Context: an optimization exercise on an open-source flow, tuned for small area, a short achievable clock period and few clock cycles per item. The choices shown serve that exercise and are no tape-out recipe.
Only simulation tests tie the RTL to the original design; equivalence was not proved.
Power figures rest on the tool's default switching activity, not on a simulated workload.

==> inputs of job 6184 <==
Design qam_demap_pack, start of the top module:
module qam_demap_pack (
    input  wire               clk,
    input  wire               rst,         
    input  wire               cfg_we,
    input  wire [3:0]         cfg_idx,
    input  wire signed [15:0] cfg_re,
    input  wire signed [15:0] cfg_im,
    input  wire [3:0]         cfg_code,
    input  wire               in_valid,
    output wire               in_ready,
    input  wire signed [15:0] in_re,
    input  wire signed [15:0] in_im,
    input  wire               in_last,
    output reg                out_valid,
    input  wire               out_ready,
    output reg  [7:0]         out_char,
    output reg                out_last,
    output wire               idle
);
Settings: LEC_CHECK=0, CAP_MARGIN=20, CORE_MARGIN=2, CORE_UTILIZATION=55, SETUP_SLACK_MARGIN=5, SLEW_MARGIN=20; clock period 13.0 ns.
standard.sh (not shown) runs the stock make flow with config.mk's settings and CLKGATE_MAP_FILE= SYNTH_SCRIPT=/design/flow/synth_recipe.tcl, a recipe that flattens the netlist after the stock synthesis.
==> flow/flow/run.sh <==
#!/bin/bash
set -euo pipefail
sed 's/SETUP_SLACK_MARGIN=[0-9.]*/SETUP_SLACK_MARGIN=8/' standard.sh > standard_margin8.sh
bash standard_margin8.sh > standard.log 2>&1
==> inputs of job 1640, as changes to job 6184 <==
--- a/flow/design.v
+++ b/flow/design.v
@@ -104,13 +104,13 @@
                 assign col[g] = le_nx[15*g + v];
             end
             assign any_nx[v] = |col;
         end
     endgenerate
     wire [16*16-1:0] lo_all;         
-    wire [16*16-1:0] hi_all;         
+    wire [16*9-1:0]  hi_all;         
     wire [16*4-1:0]  code_all;
     wire [15:0]      hsat;           
     wire [15:0]      is_min;         
     generate
         for (g = 0; g < 16; g = g + 1) begin : pe
             localparam [3:0] G = g;
@@ -121,41 +121,40 @@
             for (v = 0; v < 15; v = v + 1) begin : th
                 assign gt[v] = (key > v);
             end
             assign is_min[g] = ~|(y_any & gt);
             assign code_all[4*g +: 4] = wr[g] ? tab_code[g] : {gray(G[3:2]), gray(G[1:0])};
             assign lo_all[16*g +: 16] = {SQ_TAB[8*lr +: 8], SQ_TAB[8*li +: 8]};
-            assign hi_all[16*g +: 16] = {HSQ_TAB[8*lr +: 8], HSQ_TAB[8*li +: 8]};
+            assign hi_all[9*g +: 9]   = {1'b0, HSQ_TAB[8*lr +: 8]} + {1'b0, HSQ_TAB[8*li +: 8]};
             assign hsat[g] = (lr >= 4'd14) || (li >= 4'd14);
         end
     endgenerate
     reg        multi, pre;
-    reg [15:0] hi_m;                 
+    reg [8:0]  hi_m;
     reg [3:0]  m_code;
     reg        m_sat;
     always @* begin
         multi = 1'b0;
-        hi_m = 16'd0;
+        hi_m = 9'd0;
         m_code = 4'd0;
         m_sat = 1'b0;
         for (k = 0; k < 16; k = k + 1) begin
-            hi_m   = hi_m   | (hi_all[16*k +: 16] & {16{is_min[k]}});
+            hi_m   = hi_m   | (hi_all[9*k +: 9]   & {9{is_min[k]}});
             m_code = m_code | (code_all[4*k +: 4] & {4{is_min[k]}});
             m_sat  = m_sat  | (hsat[k] & is_min[k]);
         end
         pre = is_min[0];
         for (k = 1; k < 16; k = k + 1) begin
             multi = multi | (is_min[k] & pre);
             pre = pre | is_min[k];
         end
     end
     wire [15:0] sep;
     generate
         for (g = 0; g < 16; g = g + 1) begin : chk
-            wire [9:0] t = {2'b00, lo_all[16*g+8 +: 8]} + {2'b00, lo_all[16*g +: 8]}
-                         + {2'b00, ~hi_m[15:8]} + {2'b00, ~hi_m[7:0]} + 10'd1;
+            wire [9:0] t = {2'b00, lo_all[16*g+8 +: 8]} + {2'b00, lo_all[16*g +: 8]} + {1'b0, ~hi_m};
             assign sep[g] = is_min[g] || t[9];
         end
     endgenerate
     wire fast_ok = (&sep) && !m_sat && !multi;
     reg        hv;                   
     reg [3:0]  h_code;
==> flow/run.sh (new file) <==
#!/bin/bash
# synth_recipe.tcl (not shown) runs the flow's synth.tcl, then flattens the netlist and writes it again
# the make line also repeats each setting of config.mk as NAME=value (left out here)
make -C /OpenROAD-flow-scripts/flow DESIGN_CONFIG=/design/flow/config.mk WORK_HOME=/design/flow/orfs CLKGATE_MAP_FILE= SYNTH_SCRIPT=/design/flow/synth_recipe.tcl finish
==> flow/config.mk (replaced) <==
export PLATFORM = sky130hd
export DESIGN_NAME = qam_demap_pack
export DESIGN_NICKNAME = qam_demap_pack
export VERILOG_FILES = /design/flow/design.v
export SDC_FILE = /design/flow/constraint.sdc
export NUM_CORES = 4
export LEC_CHECK = 0
export CAP_MARGIN = 20
export CORE_MARGIN = 2
export CORE_UTILIZATION = 40
export SLEW_MARGIN = 20
removed: flow/flow/run.sh
removed: flow/standard.sh
==> comparison <==
- In sequential power, job 1640 and job 6184 hardly differ.
- Against job 6184, the total power of job 1640 is smaller by 0.21%.
- Against job 1640, the combinational power of job 6184 is larger by about 8%.
- Of job 1640 and job 6184, job 6184 has the higher wire length (gap about 9%, measured against job 6184).
- Against job 6184, the register-to-register slack of job 1640 is lower by 1.8 ns.
- Between job 1640 and job 6184, the lower clock skew is in job 1640 (gap 0.033 ns).
- Between job 1640 and job 6184, the lower worst hold slack is in job 6184 (gap 0.028 ns).
Testbench counts of job 6184, summed over its fixed seeds: cycles 2,080, symbols 2,048.
Testbench counts of job 1640, summed over its fixed seeds: cycles 2,080, symbols 2,048.

========
==> maple <==
qam_demap_pack with an RTL version that a note above also has.
Settings: LEC_CHECK=0, CAP_MARGIN=20, CORE_MARGIN=2, CORE_UTILIZATION=55, SETUP_SLACK_MARGIN=5, SLEW_MARGIN=20; clock period 13.0 ns.
run.sh (not shown) runs the stock make flow with config.mk's settings and CLKGATE_MAP_FILE= SYNTH_SCRIPT=/design/flow/synth_recipe.tcl, a recipe that flattens the netlist after the stock synthesis.
Stock flow here: none of the scripts above is used.
==> quartz (differences from maple) <==
--- a/flow/design.v
+++ b/flow/design.v
@@ -105,11 +105,11 @@
             end
             assign any_nx[v] = |col;
         end
     endgenerate
     wire [16*16-1:0] lo_all;         
-    wire [16*9-1:0]  hi_all;         
+    wire [16*16-1:0] hi_all;         
     wire [16*4-1:0]  code_all;
     wire [15:0]      hsat;           
     wire [15:0]      is_min;         
     generate
         for (g = 0; g < 16; g = g + 1) begin : pe
@@ -122,25 +122,25 @@
                 assign gt[v] = (key > v);
             end
             assign is_min[g] = ~|(y_any & gt);
             assign code_all[4*g +: 4] = wr[g] ? tab_code[g] : {gray(G[3:2]), gray(G[1:0])};
             assign lo_all[16*g +: 16] = {SQ_TAB[8*lr +: 8], SQ_TAB[8*li +: 8]};
-            assign hi_all[9*g +: 9]   = {1'b0, HSQ_TAB[8*lr +: 8]} + {1'b0, HSQ_TAB[8*li +: 8]};
+            assign hi_all[16*g +: 16] = {HSQ_TAB[8*lr +: 8], HSQ_TAB[8*li +: 8]};
             assign hsat[g] = (lr >= 4'd14) || (li >= 4'd14);
         end
     endgenerate
     reg        multi, pre;
-    reg [8:0]  hi_m;
+    reg [15:0] hi_m;                 
     reg [3:0]  m_code;
     reg        m_sat;
     always @* begin
         multi = 1'b0;
-        hi_m = 9'd0;
+        hi_m = 16'd0;
         m_code = 4'd0;
         m_sat = 1'b0;
         for (k = 0; k < 16; k = k + 1) begin
-            hi_m   = hi_m   | (hi_all[9*k +: 9]   & {9{is_min[k]}});
+            hi_m   = hi_m   | (hi_all[16*k +: 16] & {16{is_min[k]}});
             m_code = m_code | (code_all[4*k +: 4] & {4{is_min[k]}});
             m_sat  = m_sat  | (hsat[k] & is_min[k]);
         end
         pre = is_min[0];
         for (k = 1; k < 16; k = k + 1) begin
@@ -149,11 +149,12 @@
         end
     end
     wire [15:0] sep;
     generate
         for (g = 0; g < 16; g = g + 1) begin : chk
-            wire [9:0] t = {2'b00, lo_all[16*g+8 +: 8]} + {2'b00, lo_all[16*g +: 8]} + {1'b0, ~hi_m};
+            wire [9:0] t = {2'b00, lo_all[16*g+8 +: 8]} + {2'b00, lo_all[16*g +: 8]}
+                         + {2'b00, ~hi_m[15:8]} + {2'b00, ~hi_m[7:0]} + 10'd1;
             assign sep[g] = is_min[g] || t[9];
         end
     endgenerate
     wire fast_ok = (&sep) && !m_sat && !multi;
     reg        hv;                   
==> umber (differences from maple) <==
--- a/flow/design.v
+++ b/flow/design.v
@@ -105,11 +105,11 @@
             end
             assign any_nx[v] = |col;
         end
     endgenerate
     wire [16*16-1:0] lo_all;         
-    wire [16*9-1:0]  hi_all;         
+    wire [16*16-1:0] hi_all;         
     wire [16*4-1:0]  code_all;
     wire [15:0]      hsat;           
     wire [15:0]      is_min;         
     generate
         for (g = 0; g < 16; g = g + 1) begin : pe
@@ -122,25 +122,25 @@
                 assign gt[v] = (key > v);
             end
             assign is_min[g] = ~|(y_any & gt);
             assign code_all[4*g +: 4] = wr[g] ? tab_code[g] : {gray(G[3:2]), gray(G[1:0])};
             assign lo_all[16*g +: 16] = {SQ_TAB[8*lr +: 8], SQ_TAB[8*li +: 8]};
-            assign hi_all[9*g +: 9]   = {1'b0, HSQ_TAB[8*lr +: 8]} + {1'b0, HSQ_TAB[8*li +: 8]};
+            assign hi_all[16*g +: 16] = {HSQ_TAB[8*lr +: 8], HSQ_TAB[8*li +: 8]};
             assign hsat[g] = (lr >= 4'd14) || (li >= 4'd14);
         end
     endgenerate
     reg        multi, pre;
-    reg [8:0]  hi_m;
+    reg [15:0] hi_m;                 
     reg [3:0]  m_code;
     reg        m_sat;
     always @* begin
         multi = 1'b0;
-        hi_m = 9'd0;
+        hi_m = 16'd0;
         m_code = 4'd0;
         m_sat = 1'b0;
         for (k = 0; k < 16; k = k + 1) begin
-            hi_m   = hi_m   | (hi_all[9*k +: 9]   & {9{is_min[k]}});
+            hi_m   = hi_m   | (hi_all[16*k +: 16] & {16{is_min[k]}});
             m_code = m_code | (code_all[4*k +: 4] & {4{is_min[k]}});
             m_sat  = m_sat  | (hsat[k] & is_min[k]);
         end
         pre = is_min[0];
         for (k = 1; k < 16; k = k + 1) begin
@@ -149,11 +149,12 @@
         end
     end
     wire [15:0] sep;
     generate
         for (g = 0; g < 16; g = g + 1) begin : chk
-            wire [9:0] t = {2'b00, lo_all[16*g+8 +: 8]} + {2'b00, lo_all[16*g +: 8]} + {1'b0, ~hi_m};
+            wire [9:0] t = {2'b00, lo_all[16*g+8 +: 8]} + {2'b00, lo_all[16*g +: 8]}
+                         + {2'b00, ~hi_m[15:8]} + {2'b00, ~hi_m[7:0]} + 10'd1;
             assign sep[g] = is_min[g] || t[9];
         end
     endgenerate
     wire fast_ok = (&sep) && !m_sat && !multi;
     reg        hv;                   
==> flow/flow/run.sh (new file) <==
#!/bin/bash
set -euo pipefail
sed 's/SETUP_SLACK_MARGIN=[0-9.]*/SETUP_SLACK_MARGIN=7/' standard.sh > standard_margin7.sh
bash standard_margin7.sh > standard.log 2>&1
==> flow/standard.sh (new file) <==
#!/bin/bash
# synth_recipe.tcl (not shown) runs the flow's synth.tcl, then flattens the netlist and writes it again
# the make line also repeats each setting of config.mk as NAME=value (left out here)
make -C /OpenROAD-flow-scripts/flow DESIGN_CONFIG=/design/flow/config.mk WORK_HOME=/design/flow/orfs CLKGATE_MAP_FILE= SYNTH_SCRIPT=/design/flow/synth_recipe.tcl "${@:-finish}"
removed: flow/run.sh
==> qor.yml <==
multi_input_area_share_pct: 52.54
max_stage_delay_ns: 0.65
track_usage_pct: 42.42
clk_latency_ns: 0.79
synth-simple-area-share_pct: 15.36
fin_ws_ns: 6.409
design_area_um2: 88040
vias: 67790
seqAreaFraction_pct: 33.12
powerDensity_nw_per_um2: 97.46
outcome: "no timing/DRC/antenna violations"
[end of results for umber]
==> qor.yml <==
multi_input_area_um2: 45580
vias: 66140
multi_input_area_share_pct: 53.71
synth-simple-area-share_pct: 15.36
powerDensity_nw_per_um2: 98.90
well_tap_count: 1890
outcome: "no timing/DRC/antenna violations"
seqAreaFraction_pct: 34.37
seqPwrFrac_pct: 44.2
design_area_um2: 84850
max_stage_delay_ns: 1.07
cts_resized: 3
[end of results for quartz]
==> qor.yml <==
powerDensity_nw_per_um2: 102.1
clk_latency_ns: 0.78
setup-tns-final_ns: 0
max_stage_delay_ns: 0.76
seqAreaFraction_pct: 34.29
ant_nets: 0
multi_input_area_share_pct: 54.03
design_area_um2: 85020
fin_ws_ns: 5.329
busiest_layer: "met2"
setup_viol: 0
synth-simple-area-share_pct: 15.64
multi_input_area_um2: 45940
maxUsedRoutingLayer: "met5"
critPathLaunch: "y_any[7]"
track_usage_pct: 39.60
outcome: "no timing/DRC/antenna violations"
htree_levels: 3
[end of results for maple]
Testbench counts of maple, summed over its fixed seeds: cycles 2,080, symbols 2,048.
Testbench counts of quartz, summed over its fixed seeds: cycles 2,080, symbols 2,048.
Testbench counts of umber, summed over its fixed seeds: cycles 2,080, symbols 2,048.

==> what the ideal ports hide <==
In the flow no input, the clock included, has a driving cell. The finished layouts below were timed again as built, in two steps.
Step 1 assumes that a clkbuf_16 drives the clock port and a buf_2 every other input.
Step 2, shift: input delay + t, output delay - t, t = (earliest + latest rising clock arrival at the registers) / 2. This alone moves slack from input paths to output paths.
a / b / c = ideal ports / drivers / drivers and shift; a / b = the first two.
run	shift t [ns]	setup WS [ns]	slew at the worst register clock pin (ns)
job 6184	0.815	6.426 / 6.426 / 6.426	0.09 / 0.09
job 1640	0.840	4.610 / 4.610 / 4.610	0.07 / 0.07
maple	0.836	5.329 / 5.329 / 5.329	0.07 / 0.07
quartz	0.802	5.187 / 5.187 / 5.187	0.07 / 0.07
umber	0.824	6.409 / 6.409 / 6.409	0.09 / 0.09
After both steps every run listed still meets setup and hold.
